Context: an optimization exercise on an open-source flow, tuned for small area. The choices shown serve that exercise and are no tape-out recipe.
In this exercise RTL edits were held to simulation tests only and were not proved equivalent to the original.
Power figures rest on the tool's default switching activity, not on a simulated workload.

$ cat flow/flow/run.sh
#!/bin/bash
set -euo pipefail
sed "s#SYNTH_SCRIPT=[^ ]*#SYNTH_SCRIPT=$PWD/flow/synth.tcl#" standard.sh > own_standard.sh
grep -q "SYNTH_SCRIPT=$PWD/flow/synth.tcl" own_standard.sh
export REMOVE_ABC_BUFFERS=1
export BUFFER_PORTS_ARGS="-buffer_cell sky130_fd_sc_hd__buf_1"
export CTS_ARGS="-sink_clustering_enable -repair_clock_nets -dont_use_dummy_load -buf_list sky130_fd_sc_hd__clkbuf_4 -sink_clustering_size 12"
bash own_standard.sh > flow.log 2>&1
$ cat flow/flow/area.abc
strash
&get -n
&deepsyn -T 120
&put
dch
amap
topo
$ cat flow/flow/synth.tcl
# The standard flow's synthesis script (synth_recipe.tcl) with two changes to the mapping
# of the combinational logic: ORFS's ABC step uses the area-oriented ABC
# script area.abc beside this file instead of ORFS's speed script, and
# adders are not extracted into half/full-adder cells first (ABC maps that
# logic itself). area.abc first restructures the logic with &deepsyn (a
# 120-second search), then maps it for area. The registers, and everything
# else, are unchanged.
set own_abc_script [file join [file dirname [file normalize [info script]]] area.abc]
proc synth {args} { yosys synth -nofsm -noshare {*}$args }
proc abc {args} {
  set i [lsearch -exact $args -script]
  if { $i >= 0 } {
    lset args [expr { $i + 1 }] $::own_abc_script
  }
  yosys abc {*}$args
}
proc extract_fa {args} {}
source $::env(SCRIPTS_DIR)/synth.tcl
# left out here: clear keep_hierarchy, flatten, clean up, hide names made inside functions, write 1_2_yosys.v
$ cat flow/standard.sh
#!/bin/bash
# synth_recipe.tcl (not shown) runs the flow's synth.tcl, then flattens the netlist and writes it again
# the make line also repeats each setting of config.mk as NAME=value (left out here)
make -C /OpenROAD-flow-scripts/flow DESIGN_CONFIG=/design/flow/config.mk WORK_HOME=/design/flow/orfs CLKGATE_MAP_FILE= SYNTH_SCRIPT=/design/flow/synth_recipe.tcl "${@:-finish}"
$ cat flow/config.mk
export PLATFORM = sky130hd
export DESIGN_NAME = lamppwm
export DESIGN_NICKNAME = lamppwm
export VERILOG_FILES = /design/flow/design.v
export SDC_FILE = /design/flow/constraint.sdc
export NUM_CORES = 4
export LEC_CHECK = 0
export CAP_MARGIN = 20
export CORE_MARGIN = 2
export CORE_UTILIZATION = 40
export GPL_TIMING_DRIVEN = 0
export PLACE_DENSITY = 0.6
export SLEW_MARGIN = 20
$ cat flow/constraint.sdc
create_clock -name core_clock -period 10.0 [get_ports {clk}]
set_input_delay 2.0000 -clock core_clock [delete_from_list [all_inputs] [get_ports {clk}]]
set_output_delay 2.0000 -clock core_clock [all_outputs]
set_load 0.01 [all_outputs]
$ cat flow/design.v
module lamppwm (
    input  wire        clk,
    input  wire        por,
    input  wire        btn,
    input  wire        bg_tick,
    output wire        led,
    output wire        pwm_en,
    output wire        bg_run,
    output wire [1:0]  sleep_o,
    output wire        periph_clk_en,
    output wire [12:0] op_trace
);
    localparam [4:0]
        S_BOOT_BG     = 5'h01,
        S_SELFTEST_ON = 5'h04,
        S_SELFTEST_WT = 5'h05,
        S_SEI         = 5'h15,
        S_POLL        = 5'h06,
        S_DEBOUNCE    = 5'h07,
        S_ADVANCE     = 5'h08,
        S_DISPATCH    = 5'h09,
        S_PWM_OFF     = 5'h0B,
        S_REQ         = 5'h0D,
        S_ON_PWM      = 5'h0A,
        S_ON_DUTY     = 5'h0C,
        S_ARM         = 5'h0E,
        S_SELECT      = 5'h0F,
        S_DEEP_BG     = 5'h02,
        S_SLEEP       = 5'h10,
        S_WAKEUP      = 5'h11,
        S_WAKE_CLI    = 5'h12,
        S_WAKE_CLRF   = 5'h13,
        S_WAKE_DISARM = 5'h14,
        S_WAKE_BG     = 5'h03;
    localparam [2:0] M_OFF = 3'b000, M_ON = 3'b100, M_SLOW = 3'b101, M_FAST = 3'b111, M_FADE = 3'b110;
    reg [4:0]  seq;
    reg [2:0]  mode;
    reg [7:0]  pwm_cnt;
    reg        buf_on;     
    reg [1:0]  pwm_cmp;    
    reg        pwm_hi;     
    reg        pcif;
    reg        btn_prev;
    reg [11:0] dly;
    wire mode_off   = !mode[2];    
    wire mode_is_on = mode == M_ON;
    wire dly_end_16000 = (dly[0] && dly[2] && !dly[3] && dly[4] && !dly[5] && dly[6] && dly[10] && !dly[11] && !pwm_cnt[1] && pwm_cnt[5] && !pwm_cnt[6] && pwm_cnt[7]);
    wire dly_end_3200  = (dly[0] && dly[1] && dly[2] && !dly[3] && !dly[4] && !dly[5] && !dly[6] && dly[7] && dly[8] && dly[9] && dly[10] && !dly[11]);
    wire dly_end_16    = (dly[1] && !dly[6]);
    wire dly_end_2     = (dly[0]);
    wire wake     = pcif || (bg_run_r && bg_tick);
    wire pwm_wrap = (pwm_cnt[0] && pwm_cnt[1] && pwm_cnt[2] && pwm_cnt[3] && pwm_cnt[4] && pwm_cnt[5] && pwm_cnt[6] && !pwm_cnt[7]);    
    reg pwm_last;
    always @(*) begin
        case (pwm_cmp)
            2'b00:   pwm_last = (!pwm_cnt[0] && !pwm_cnt[1] && pwm_cnt[2] && !pwm_cnt[3] && !pwm_cnt[4] && !pwm_cnt[5] && pwm_cnt[6] && pwm_cnt[7]);    
            2'b10:   pwm_last = (pwm_cnt[1] && pwm_cnt[2] && !pwm_cnt[3] && !pwm_cnt[4] && !pwm_cnt[6] && pwm_cnt[7]);    
            2'b11:   pwm_last = (pwm_cnt[1] && !pwm_cnt[4] && !pwm_cnt[6] && pwm_cnt[7]);     
            default: pwm_last = (pwm_cnt[0] && pwm_cnt[3] && !pwm_cnt[4]);     
        endcase
    end
    always @(posedge clk) begin
        dly <= st_dly_clr ? 12'd0 : {~dly[10:0], ~(dly[11] ^ dly[4] ^ dly[7] ^ dly[8])};
    end
    always @(posedge clk) begin
        pwm_cnt <= pwm_cnt_clr ? 8'd0 : {~pwm_cnt[6:0], ~(pwm_cnt[7] ^ pwm_cnt[1] ^ pwm_cnt[2] ^ pwm_cnt[5])};
        if (pwm_load || pwm_wrap) begin
            pwm_cmp <= buf_stale ? {!mode[0], mode[1]} : mode[1:0];
            pwm_hi  <= buf_on;    
        end else if (pwm_last) begin
            pwm_hi  <= 1'b0;
        end
    end
    always @(posedge clk) begin
        btn_prev <= btn;
    end
    wire mode_step = st_debounce && dly_end_3200 && !btn;
    wire wait_end = mode_off ? dly_end_16 : dly_end_2;
    wire bg_deep  = dly[4];    
    wire dly_pb   = dly[7];    
    wire seq_nxt0 = (!seq[0] && seq[2] && seq[3]) || (!seq[2] && mode_off && bg_run_r) || (!seq[0] && !seq[1] && seq[2]) || (!seq[0] && seq[1] && seq[4]) || (seq[1] && !seq[2] && !seq[3] && !seq[4]) || (!seq[0] && !seq[1] && wake) || (seq[0] && !seq[3] && !seq[4] && !dly_end_3200 && bg_run_r) || (!seq[0] && seq[2] && !btn) || (seq[0] && !seq[1] && !seq[2] && seq[4] && !wait_end) || (!seq[0] && !seq[1] && !seq[4]) || (!seq[1] && !seq[3] && !seq[4] && bg_run_r);
    wire seq_nxt1 = (!seq[0] && seq[1] && seq[2] && seq[3]) || (seq[0] && !seq[1] && seq[3]) || (seq[2] && seq[4]) || (seq[2] && seq[3] && mode_off) || (seq[0] && !seq[1] && seq[4] && wait_end) || (!seq[0] && seq[1] && !seq[2] && !seq[3]) || (!seq[0] && seq[1] && seq[2] && !btn) || (seq[0] && seq[1] && seq[2] && !seq[3] && !dly_end_3200);
    wire seq_nxt2 = (!seq[1] && seq[2] && !seq[4]) || (seq[0] && seq[1] && !seq[2] && !seq[3]) || (!seq[0] && seq[1] && seq[3]) || (!seq[1] && !seq[4] && !bg_run_r) || (seq[0] && !seq[1] && seq[2]) || (seq[1] && !seq[2] && seq[3] && bg_run_r) || (seq[0] && seq[2] && !seq[3] && !dly_end_3200) || (!seq[0] && seq[2] && !seq[4] && !btn);
    wire seq_nxt3 = (!seq[0] && !seq[2] && !seq[4]) || (!seq[2] && seq[3] && bg_run_r) || (!seq[1] && seq[3]) || (!seq[0] && seq[3]) || (seq[0] && seq[1] && seq[2] && !seq[3] && dly_end_3200) || (!seq[0] && seq[1] && !seq[4] && btn);
    wire seq_nxt4 = (seq[0] && seq[1] && seq[3] && !mode_off) || (!seq[2] && seq[4]) || (seq[1] && !bg_run_r) || (!seq[2] && !seq[3] && !mode_off) || (seq[0] && !seq[1] && !seq[3] && !seq[4] && dly_end_16000 && bg_run_r);
    wire st_dly_clr  = (seq[1] && seq[2] && !seq[3] && btn && dly_end_3200) || (!seq[0] && seq[2] && !seq[3] && !seq[4]) || (!seq[0] && !seq[1] && !seq[2] && !seq[3]);
    wire st_on_duty  = (!seq[0] && !seq[1] && seq[2] && seq[3]);
    wire st_debounce = (seq[0] && seq[1] && seq[2] && !seq[3]);
    wire st_selftest = (seq[0] && !seq[1] && seq[2] && !seq[3] && !seq[4]);
    wire st_clrf     = (seq[0] && seq[1] && seq[4]);
    wire sleeping    = (!seq[1] && !seq[2] && seq[4]);
    wire st_pstate   = (!seq[1] && !seq[2] && seq[4]) || (seq[0] && !seq[1] && seq[2] && seq[3]);
    wire pcie        = (!seq[0] && !seq[2] && !seq[3]) || (seq[3] && !bg_run_r) || (seq[0] && seq[1] && seq[2] && seq[3]) || (!seq[0] && seq[4]) || (!seq[2] && seq[4]);
    assign pwm_en    = (!seq[3] && !mode_off) || (seq[2] && !mode_off) || (!mode_off && !mode_is_on) || (!seq[0] && !mode_off && !dly_pb) || (seq[0] && !mode_off && dly_pb) || (!seq[0] && !seq[1] && seq[3] && mode_off && dly_pb) || (seq[0] && seq[1] && !seq[2] && bg_run_r && dly_pb) || (seq[0] && !seq[1] && !seq[2] && seq[3] && !dly_pb && !mode_is_on);
    wire pwm_load    = (!seq[0] && seq[1] && !seq[2] && seq[3] && dly_pb && mode_is_on);
    wire pwm_cnt_clr = (!seq[0] && !seq[1] && !seq[3] && !seq[4]) || (!seq[0] && seq[1] && !seq[2] && seq[3] && dly_pb && mode_is_on);
    wire buf_stale   = mode_off || (!seq[0] && !seq[2] && seq[3] && dly_pb) || (seq[0] && !seq[2] && seq[3] && !dly_pb) || (!seq[0] && !seq[1] && seq[2] && seq[3] && !dly_pb);
    wire bg_run_r    = !mode_off || (!seq[0] && !seq[4]) || (seq[3] && !bg_deep) || (seq[0] && seq[2]) || (!seq[1] && seq[3]);
    always @(posedge clk) begin
        if (por) begin
            seq      <= S_BOOT_BG;
            mode     <= M_OFF;
            buf_on   <= 1'b0;
            pcif     <= 1'b0;
        end else begin
            seq      <= {seq_nxt4, seq_nxt3, seq_nxt2, seq_nxt1, seq_nxt0};
            if (mode_step)
                mode <= {!(mode[1] && !mode[0]), mode[0], mode[2] && !mode[1]};
            if (st_on_duty)
                buf_on <= 1'b1;
            pcif <= (pcie && (btn != btn_prev)) || (pcif && !st_clrf);
        end
    end
    wire [4:0] opc = seq;
    wire [7:0] duty = {!mode[1] && !mode[0],          
                       !mode[0],                      
                       mode[1] || !mode[0],           
                       1'b1, 1'b1,                    
                       mode[1] || mode[0],            
                       !mode[1] || mode[0],           
                       mode[1] ^ mode[0]};            
    wire [7:0] arg = st_on_duty ? duty : {7'd0, mode_off && st_pstate};
    assign op_trace      = {opc, arg};
    assign led           = st_selftest || (pwm_en && pwm_hi);
    assign bg_run        = bg_run_r;    
    assign sleep_o       = {sleeping && mode_off, sleeping && !mode_off};
    assign periph_clk_en = !(sleeping && mode_off);
endmodule
==> qor.yml <==
run_status: "complete, no violations"
swShare_pct: 42.8
io_pins: 23
final_area_um2: 1700
fp.dieW_um: 65.8
die_h_um: 65.8
viasPerCell: 5.38
vdd_drop_max_v: 0.000127
cp.required_ns: 8.00
power_switching_uw: 219
vias: 1462
grt_pass1_wl_um: 6110
clockBufferDepth: 2
globalplace.congestion: 0.982
cts_resized: 0
critical-path-max-stage-delay_ns: 0.56
crit_slowest_cell: "dfxtp_1"
clk_latency_ns: 0.34
synth-edff-count: 3
antenna_cells: 0
post-dp-hpwl_um: 2700
first_global_vias: 1302
start_util_pct: 41.7
rsz0062_at_grt: "false"
power_uw: 510
hold_viol_final: 0
antenna_found_initial: 0
arrival_ns: 2.47
cp_cell_sequence: "clkinv_1 -> nor2_1 -> o221ai_1 -> nor3_1 -> o22ai_1 -> a22o_1 -> buf_1"
cts_tree: "built"
dieArea_um2: 4330
crit_type: "reg2out"
powerDensity_nw_per_um2: 301
core_area_um2: 3660
cts_setup_buffers: 0
fmax_mhz: 224
hold_slack_ns: 0.408
avgRoutedWirePerCell_um: 13.3
final.setup.tns_ns: 0
final_nets: 230
row_count: 22
first_pass_iters: 6
relSlewSlack_pct: 44.2
synth_ff_type: "dfxtp_1"
syn_area_um2: 1530
fillCellCount: 375
cp-start-kind: "flop"
p_leak_uw: 0.000605
p_clk_share_pct: 12.6
setup_viol: 0
root_buffer: "clkbuf_4"
pwr-share-comb_pct: 38.0
ant_nets: 0
period_share_pct: 44.7
synthCells: 199
wl_um: 3600
period_needed_ns: 4.47
cts_buffers: 5
worstMarginPinSlew_ns: 0.831
fin_ws_ns: 5.53
yosys_warnings: 1
p_int_uw: 292
clkSinkCount: 34
dpl_cell_area_um2: 1660
clk_pin_slew_ns: 0.09
drc: 0
drv_slew: 0
grt.total_usage_pct: 18.5
grt_max_degree: 17
async_flop_share_pct: 0
drv_cap: 0
area_growth_pct: 11.1
htree_levels: 2
drt_iter0_drc: 67
crit_fanout: 11
cts_hold_buf: 0
ys_seq_area_share_pct: 46.6
postSynthAreaPerCell_um2: 7.67
portBuffers: 22
globalRouteOverflowTotal: 0
skew_ns: 0.0166
hp-class: "reg2reg"
cp-end-kind: "output pin"
yosys.cell_types.count: 31
ys_ff_latch: 34
power_frac_seq_pct: 49.4
drive_above_1_share_pct: 2.68
pre_cts_slack_ns: 5.91
==> critical path: cells and delay by family (launching register included) <==
family                 cells  cell delay (ns)
AO/OA/AOI/OAI              3             0.57
buffers and inverters      2             0.47
flip-flops                 1             0.56
AND/OR/NAND/NOR            2             0.53
==> through the flow <==
step                instances  util (%)
floorplan                 197         -
global placement          267      45.2
detailed placement        267      45.3
CTS                       272      46.3
global route              272      46.3
finish                    272      46.3
==> placed cells by master (no fill, tap or decap), types with 4 or more instances in the layout <==
| cell type | instances |
|---|---|
| nand3_1 | 4 |
| nand2_1 | 9 |
| clkbuf_4 | 5 |
| o21a_1 | 4 |
| nor3_1 | 4 |
| dfxtp_1 | 31 |
| o22ai_1 | 8 |
| a31oi_1 | 6 |
| clkinv_1 | 24 |
| nor2_1 | 59 |
| nand4_1 | 4 |
| buf_1 | 22 |
| a21oi_1 | 12 |
==> power groups by stage <==
stage	clock network [µW]	registers (µW)	logic, µW
after floorplan	0	240	145
after global routing	73.2	262	222
after global placement	0	254	193
after detailed placement	0	255	193
after CTS	66.7	251	194
final	64.3	252	194
==> cell usage after synthesis (all sizes together), types with 2 or more instances <==
master / instances / share of area, %
a211oi: 3 / 1.5
a21oi: 12 / 3.9
a31o: 2 / 1.1
a31oi: 6 / 2.5
and3: 2 / 0.82
buf: 2 / 0.98
clkinv: 24 / 5.9
dfxtp: 31 / 41
edfxtp: 3 / 5.9
nand2: 9 / 2.2
nand3: 4 / 1.3
nand4: 4 / 1.6
nor2: 59 / 15
nor2b: 2 / 0.82
nor3: 4 / 1.3
o211ai: 2 / 0.98
o21a: 4 / 2.0
o21ai: 3 / 0.98
o22ai: 8 / 3.3
o31ai: 3 / 1.5
or4: 2 / 0.98
==> kinds of logic after synthesis <==
family	share of synthesized area, %
compound gates	21.6
buf+inv	6.89
flops	46.6
simple gates	25.0
==> path summary, 6_finish.rpt <==
path	start	depth (start not counted)	endpoint	slack [ns]
worst max-delay path	seq[0]	7	led	5.53
worst min-delay path	dly[2]	1	dly[3]	0.41
worst max register to register	seq[1]	6	seq[0]	7.55
worst min register to register	dly[2]	1	dly[3]	0.41
==> flip-flops by register name, summed over array words and instances (netlist names) <==
| register | count |
|---|---|
| pwm_cnt | 8 |
| pcif | 1 |
| mode | 3 |
| btn_prev | 1 |
| pwm_hi | 1 |
| buf_on | 1 |
| pwm_cmp | 2 |
| seq | 5 |
| dly | 12 |
==> area by class of cell <==
type | instances | area (µm²) | share of cell area (%)
Multi-Input combinational cell | 139 | 716 | 42.2
Sequential cell | 34 | 711 | 41.9
Inverter | 24 | 90.1 | 5.31
Timing Repair Buffer | 22 | 82.6 | 4.87
Tap cell | 48 | 60.1 | 3.54
Clock buffer | 5 | 37.5 | 2.21
==> metal layers <==
layer	part of all wire (%)	track usage (%)	up-vias	wire (µm)
met5	0	0	-	0
met4	1.5	7.29	0	55
met3	6.4	5.79	7	229
met2	43	27.1	47	1550
met1	49	25.2	658	1770
li1	-	-	750	-

-- static timing again, ports no longer ideal --
The flow's constraints put no driver on any port. The routed layout listed below was extracted and timed again, unchanged, in two steps. Step 1 assumes that a clkbuf_16 drives the clock port and a buf_2 every other input. Step 2 adds t to the input delays and takes it off the output delays; t is the mean of the earliest and latest rising clock arrival at the registers after step 1. Input paths then give back, and output paths get back, about the clock's delay inside the block. Slacks: no drivers / after step 1 / after step 2; pairs: no drivers / after step 1.
shift t [ns]: 0.352
setup slack, ns: 5.532 / 5.509 / 5.862
worst register clock-pin slew, ns: 0.10 / 0.10
After both steps setup and hold are still met in this run. For this run, drivers alone change the setup slack by -0.023 ns; drivers and shift together by +0.330 ns.
